Context: an optimization exercise on an open-source flow, tuned for small area, a short achievable clock period and few clock cycles. The choices shown serve that exercise and are no tape-out recipe. Only simulation tests tie the RTL to the original design; equivalence was not proved.

--- flow/run.sh ---
#!/bin/bash
# synth_recipe.tcl (not shown) runs the flow's synth.tcl, then flattens the netlist and writes it again
# the make line also repeats each setting of config.mk as NAME=value (left out here)
make -C /OpenROAD-flow-scripts/flow DESIGN_CONFIG=/design/flow/config.mk WORK_HOME=/design/flow/orfs CLKGATE_MAP_FILE= SYNTH_SCRIPT=/design/flow/synth_recipe.tcl finish
--- flow/design.v ---
module touch_channel #(
    parameter WIN_N = 10
) (
    input  wire        clk,
    input  wire        clr,         
    input  wire        edge_en,     
    input  wire [31:0] now,         
    output wire [31:0] avg_out      
);
    reg [31:0] win [0:WIN_N-1];
    reg [35:0] sum;
    reg [31:0] avg;
    reg [3:0]  idx;
    reg [31:0] prev_ts;
    reg        first;
    wire [31:0] delta    = now - prev_ts;
    wire [35:0] sum_next = sum - {4'd0, win[idx]} + {4'd0, delta};
    wire [35:0] avg_next = sum_next / WIN_N;
    integer i;
    always @(posedge clk) begin
        if (clr) begin
            for (i = 0; i < WIN_N; i = i + 1)
                win[i] <= 32'd0;
            sum   <= 36'd0;
            avg   <= 32'd0;
            idx   <= 4'd0;
            first <= 1'b1;
        end else if (edge_en) begin
            prev_ts <= now;
            if (first) begin
                first <= 1'b0;
            end else begin
                win[idx] <= delta;
                sum      <= sum_next;
                idx      <= (idx == WIN_N - 1) ? 4'd0 : idx + 4'd1;
                avg      <= avg_next[31:0];
            end
        end
    end
    assign avg_out = avg;
endmodule
module quad_decoder #(
    parameter ENC_LIMIT = 96
) (
    input  wire       clk,
    input  wire       clr,          
    input  wire [1:0] clr_ab,       
    input  wire       edge_en,      
    input  wire [1:0] ab,           
    input  wire       zero_en,      
    input  wire       press_en,     
    input  wire       btn_rd_en,    
    output wire [7:0] position,     
    output wire       btn           
);
    reg signed [7:0] count;
    reg        [1:0] last_ab;
    reg              btn_latch;
    reg signed [1:0] qdelta;
    always @(*) begin
        case ({last_ab, ab})
            4'b00_01, 4'b01_11, 4'b11_10, 4'b10_00: qdelta = 2'sd1;
            4'b00_10, 4'b10_11, 4'b11_01, 4'b01_00: qdelta = -2'sd1;
            default:                                qdelta = 2'sd0;
        endcase
    end
    wire signed [7:0] count_step = count + {{6{qdelta[1]}}, qdelta};
    wire lap = (count_step >= ENC_LIMIT) || (count_step <= -ENC_LIMIT);
    always @(posedge clk) begin
        if (clr) begin
            count     <= 8'sd0;
            last_ab   <= clr_ab;
            btn_latch <= 1'b0;
        end else begin
            if (edge_en) begin
                count   <= lap ? 8'sd0 : count_step;
                last_ab <= ab;
            end else if (zero_en) begin
                count <= 8'sd0;
            end
            if (press_en)
                btn_latch <= 1'b1;
            else if (btn_rd_en)
                btn_latch <= 1'b0;
        end
    end
    assign position = count / 8'sd4;
    assign btn      = btn_latch;
endmodule
module btmp3_sensor_core (
    input  wire        clk,
    input  wire        rst,         
    input  wire        cmd_valid,
    output wire        cmd_ready,
    input  wire [7:0]  cmd_op,
    input  wire [31:0] cmd_arg,
    input  wire [31:0] thresh0,
    input  wire [31:0] thresh1,
    output reg         rsp_valid,
    output reg  [7:0]  rsp_data
);
    localparam OP_TOUCH_IS_TOUCHED = 7'b0000100;    
    localparam OP_ENC_GET_POSITION = 8'h0C;
    localparam OP_ENC_RESET_POS    = 8'h0D;
    localparam OP_ENC_BUTTON       = 8'h0E;
    localparam OP_EV_TOUCH_EDGE    = 7'b0010100;    
    localparam OP_EV_ENC_EDGE      = 6'b001100;     
    localparam OP_EV_BTN_PRESS     = 8'h34;
    localparam OP_RESET            = 6'b111100;     
    assign cmd_ready = 1'b1;
    wire fire = cmd_valid;
    wire is_poll      = fire && (cmd_op[7:1] == OP_TOUCH_IS_TOUCHED);
    wire is_get_pos   = fire && (cmd_op == OP_ENC_GET_POSITION);
    wire is_reset_pos = fire && (cmd_op == OP_ENC_RESET_POS);
    wire is_btn_rd    = fire && (cmd_op == OP_ENC_BUTTON);
    wire is_touch     = fire && (cmd_op[7:1] == OP_EV_TOUCH_EDGE);
    wire is_enc       = fire && (cmd_op[7:2] == OP_EV_ENC_EDGE);
    wire is_press     = fire && (cmd_op == OP_EV_BTN_PRESS);
    wire is_reset     = fire && (cmd_op[7:2] == OP_RESET);
    wire       clr    = rst || is_reset;
    wire [1:0] clr_ab = rst ? 2'b00 : cmd_op[1:0];
    wire [31:0] avg0, avg1;
    wire [7:0]  position;
    wire        btn;
    touch_channel u_touch0 (
        .clk     (clk),
        .clr     (clr),
        .edge_en (is_touch && !cmd_op[0]),
        .now     (cmd_arg),
        .avg_out (avg0)
    );
    touch_channel u_touch1 (
        .clk     (clk),
        .clr     (clr),
        .edge_en (is_touch && cmd_op[0]),
        .now     (cmd_arg),
        .avg_out (avg1)
    );
    quad_decoder u_enc (
        .clk       (clk),
        .clr       (clr),
        .clr_ab    (clr_ab),
        .edge_en   (is_enc),
        .ab        (cmd_op[1:0]),
        .zero_en   (is_reset_pos),
        .press_en  (is_press),
        .btn_rd_en (is_btn_rd),
        .position  (position),
        .btn       (btn)
    );
    wire touched0 = (avg0 >= thresh0);
    wire touched1 = (avg1 >= thresh1);
    always @(posedge clk) begin
        if (rst) begin
            rsp_valid <= 1'b0;
            rsp_data  <= 8'd0;
        end else begin
            rsp_valid <= is_poll || is_get_pos || is_btn_rd;
            if (is_poll)
                rsp_data <= {7'd0, cmd_op[0] ? touched1 : touched0};
            else if (is_get_pos)
                rsp_data <= position;
            else if (is_btn_rd)
                rsp_data <= {7'd0, btn};
        end
    end
endmodule
--- flow/constraint.sdc ---
create_clock -name core_clock -period 30.0 [get_ports {clk}]
set_input_delay 6.0000 -clock core_clock [delete_from_list [all_inputs] [get_ports {clk}]]
set_output_delay 6.0000 -clock core_clock [all_outputs]
set_load 0.01 [all_outputs]
--- flow/config.mk ---
export PLATFORM = sky130hd
export DESIGN_NAME = btmp3_sensor_core
export DESIGN_NICKNAME = btmp3_sensor_core
export VERILOG_FILES = /design/flow/design.v
export SDC_FILE = /design/flow/constraint.sdc
export NUM_CORES = 4
export LEC_CHECK = 0
export CAP_MARGIN = 20
export CORE_MARGIN = 2
export CORE_UTILIZATION = 40
export SLEW_MARGIN = 20
==> summary.md <==
| Metric | Value |
|---|---|
| Die Y | `~430 um` |
| Layout area overhead | `11.77%` |
| Startpoint types | `input port` |
| Final hold vios | `0` |
| Multi-input gate area | `approximately 32000 um2` |
| Post-route cell area | `around 79000 um2` |
| Finished Layout Cells | `roughly 8.7k` |
| DRC viols | `0` |
| Register bit count reported by yosys | `1262` |
| Initial core utilization | `0.4026` |
| Mapped Area | `70990 um2` |
| DRT antenna net count | `0` |
| Main synth FF type | `edfxtp_1` |
| Dpl cell area | `74840 um2` |
| Gate Count Post-Synth | `roughly 6.2k` |
| Core Area | `176300 um2` |
| Clk_skew | `roughly 0.034 ns` |
| Hold_ws | `0.4526 ns` |
| Post-synthesis average cell area | `11.48 um2` |
| Drt initial violations | `a little over 6k` |
| I/O Buffers | `115` |
| Pins over their slew limit | `0` |
| Skew-Pair Late Insertion Delay | `0.80 ns` |
| Fmax achieved | `35.12 MHz` |
| Synth warn | `3` |
| Placement row count | `154` |
| Worst relative slew slack | `0.2260` |
| Fin nets | `6595` |
| Die width | `425.3 um` |
| Final core area utilization | `0.4500` |
| GRT Total Usage | `0.2358` |
| Status | `complete, no violations` |
| Routed vias/inst | `6.013` |
| Total grt overflow | `0` |
| Wire per inst | `25.03 um` |
| HP Class | `register to register` |
| Via count | `52.09k` |
| Critical Path AT | `29.18 ns` |
| Required @ worst endpoint | `30.70 ns` |
| Actual slew at the worst max-slew pin | `~1.2 ns` |
| Register area | `36190 um2` |
| Commonest non-fill, non-tap cell in the layout | `edfxtp_1` |
| Delay of the slowest critical-path stage | `0.64 ns` |
| DPL Wire Length | `between 100000 and 150000 um` |
| Drt pass-1 iters | `6` |
| Vias in the first global route | `49.80k` |
| Overall routed net length | `216900 um` |
| Syn nets | `about 6.6k` |
| Sequential area share after synthesis | `0.5096` |
| Final setup fails | `0` |
| Clock tree sinks | `about 1.3k` |
| Final period util | `0.9492` |
| Most frequent cells in the layout | `edfxtp_1 (1090), nor2_1 (837), nand2_1 (500), inv_1 (359), mux4_2 (321)` |
| Worst path slowest cell | `clkdlybuf4s50_1` |
| Initial antenna violation count | `16` |
| Clock slew seen by the registers of the worst setup and hold paths | `0.06 ns` |
| Asr flop ratio synth | `0` |
| Final GP Congestion | `between 0.9 and 1` |
| CP most frequent cell | `a21o_1` |
| CTS Root Cell | `clkbuf_16` |
| CP Max Fanout | `13` |
| Largest net degree at the start of global routing | `67` |
| Max-cap violations | `0` |
| Ratio of cells with drive above 1 in the final layout | `0.1308` |
| Fillers | `16.07k` |
| Dpl cells | `roughly 8.4k` |
| H-tree depth | `4` |
| Die Area | `180900 um2` |
| CTS buffer count | `around 140` |
| # IOs | `about 120` |
| Number of enable flip-flop cells after synthesis | `1090` |
| Cell variety after synth | `124` |
| CTS max path bufs | `3` |
| Fin crit period | `28.48 ns` |
| First-pass GRT wire length | `322900 um` |
| Crit path kind | `input port to register` |
| CTS tree | `yes` |
| Crit. End Element | `register` |
kinds of logic after synthesis:
kind of cell,count (synthesis),synth area share
simple gates,1998,0.1264
compound gates,1330,0.1317
flops,1262,0.5096
buf+inv,729,0.04050
mux,363,0.1080
fa+ha+maj,284,0.05697
xor+xnor,217,0.02677
other cells,1,0.00005283
state kept, by name, summed over array words and instances, names as in the netlist, named ones only:
signal / flops
rsp_data: 8
rsp_valid: 1
u_enc.btn_latch: 1
u_enc.count: 8
u_enc.last_ab: 2
u_touch0.avg: 32
u_touch0.first: 1
u_touch0.idx: 4
u_touch0.prev_ts: 32
u_touch0.sum: 36
u_touch0.win: 512
u_touch1.avg: 32
u_touch1.first: 1
u_touch1.idx: 4
u_touch1.prev_ts: 32
u_touch1.sum: 36
u_touch1.win: 512
stage by stage:
step	setup TNS, ns	worst slack [ns]
after detailed placement	0	0.6021
final	0	1.524
after global placement	0	0.9392
after global routing	-0.03509	-0.03509
after CTS	0	1.347
after floorplan	0	5.129
Yosys cell counts, types with 28 or more instances:
cell type	count	area share
xnor2_1	152	0.019
nand4_1	69	0.0061
mux4_2	321	0.10
xor2_1	65	0.0080
a211oi_1	57	0.0060
nand2_1	513	0.027
fa_1	67	0.019
and3_1	39	0.0034
nor2b_1	32	0.0028
ha_1	211	0.037
a31oi_1	53	0.0047
inv_1	359	0.019
nand2b_1	49	0.0043
clkbuf_1	285	0.015
dfxtp_1	172	0.049
mux2i_1	33	0.0047
o211ai_1	48	0.0051
nor3_1	117	0.0082
a21o_1	152	0.016
o21ai_1	38	0.0027
a21oi_1	306	0.022
edfxtp_1	1090	0.46
o21a_1	36	0.0038
nor2_1	855	0.045
buf_2	42	0.0030
nor4_1	53	0.0047
a22oi_1	28	0.0030
o21ai_0	180	0.013
nand3_1	121	0.0085
o31ai_1	31	0.0033
worst max-delay path: cells and delay by family:
kind | cells | cell delay, ns
buffers and inverters | 2 | 0.80
adders and majority gates | 3 | 1.45
AOI/OAI and AO/OA | 57 | 14.40
and+or+nand+nor | 19 | 6.12
xor gates and xnor gates | 1 | 0.35
final timing paths:
kind                            startpoint                      endpoint  slack, ns  cells past startpoint
max                             cmd_arg[3]  u_touch0.avg[0]$_SDFFE_PP0P_       1.52                     82
min           u_touch0.sum[0]$_SDFFE_PP0P_  u_touch0.sum[0]$_SDFFE_PP0P_       0.45                      2
max reg2reg  u_touch0.prev_ts[1]$_DFFE_PP_  u_touch0.avg[0]$_SDFFE_PP0P_       6.87                     82
min reg2reg   u_touch0.sum[0]$_SDFFE_PP0P_  u_touch0.sum[0]$_SDFFE_PP0P_       0.45                      2
area by class of cell:
cell class                 count  share of cell area
inverter                     359             0.01698
timing repair buffer         257             0.02810
antenna                        7           0.0002208
sequential                  1262              0.4562
tap                         2340             0.03690
clock buffer                 165             0.04532
clock inverter                78            0.009856
multi-input combinational   4194              0.4064
routing by layer:
metal	vias up	routed length [um]	global-route usage
li1	23330	-	-
met1	26000	94190	0.3407
met3	354	18870	0.04762
met2	2384	97390	0.3584
met5	-	79	0
met4	14	6329	0.06909
repair_timing:
action	in CTS	in global routing
endpoints found under the hold margin	0	0
endpoints found under the setup margin	0	6
setup buffers	0	3
resized for setup	0	11
hold buffers	0	0
Testbench counts, summed over its fixed seeds: cycles 24,008.

-- what the ideal ports hide --
No port has a modelled driver above. Below, the same layout with a new extraction and two added sets of constraints. Step 1: set_driving_cell puts a clkbuf_16 on clk and a buf_2 on each other input, an assumption about the parent block. Step 2 adds t to the input delays and takes it off the output delays; t is the mean of the earliest and latest rising clock arrival at the registers after step 1. Input paths then give back, and output paths get back, about the clock's delay inside the block. Three values: ideal ports, drivers, drivers and shift; two values: the first two.
shift t [ns]: 0.867
slack for setup (ns): 1.524 / 1.447 / 0.580
worst setup path after step 2: input to register
clock arrival spread, ns: 0.034 / 0.034
worst data-port slew with drivers (ns): 0.20
After both steps setup and hold are still met in this run. For this run, drivers alone change the setup slack by -0.077 ns; drivers and shift together by -0.944 ns.
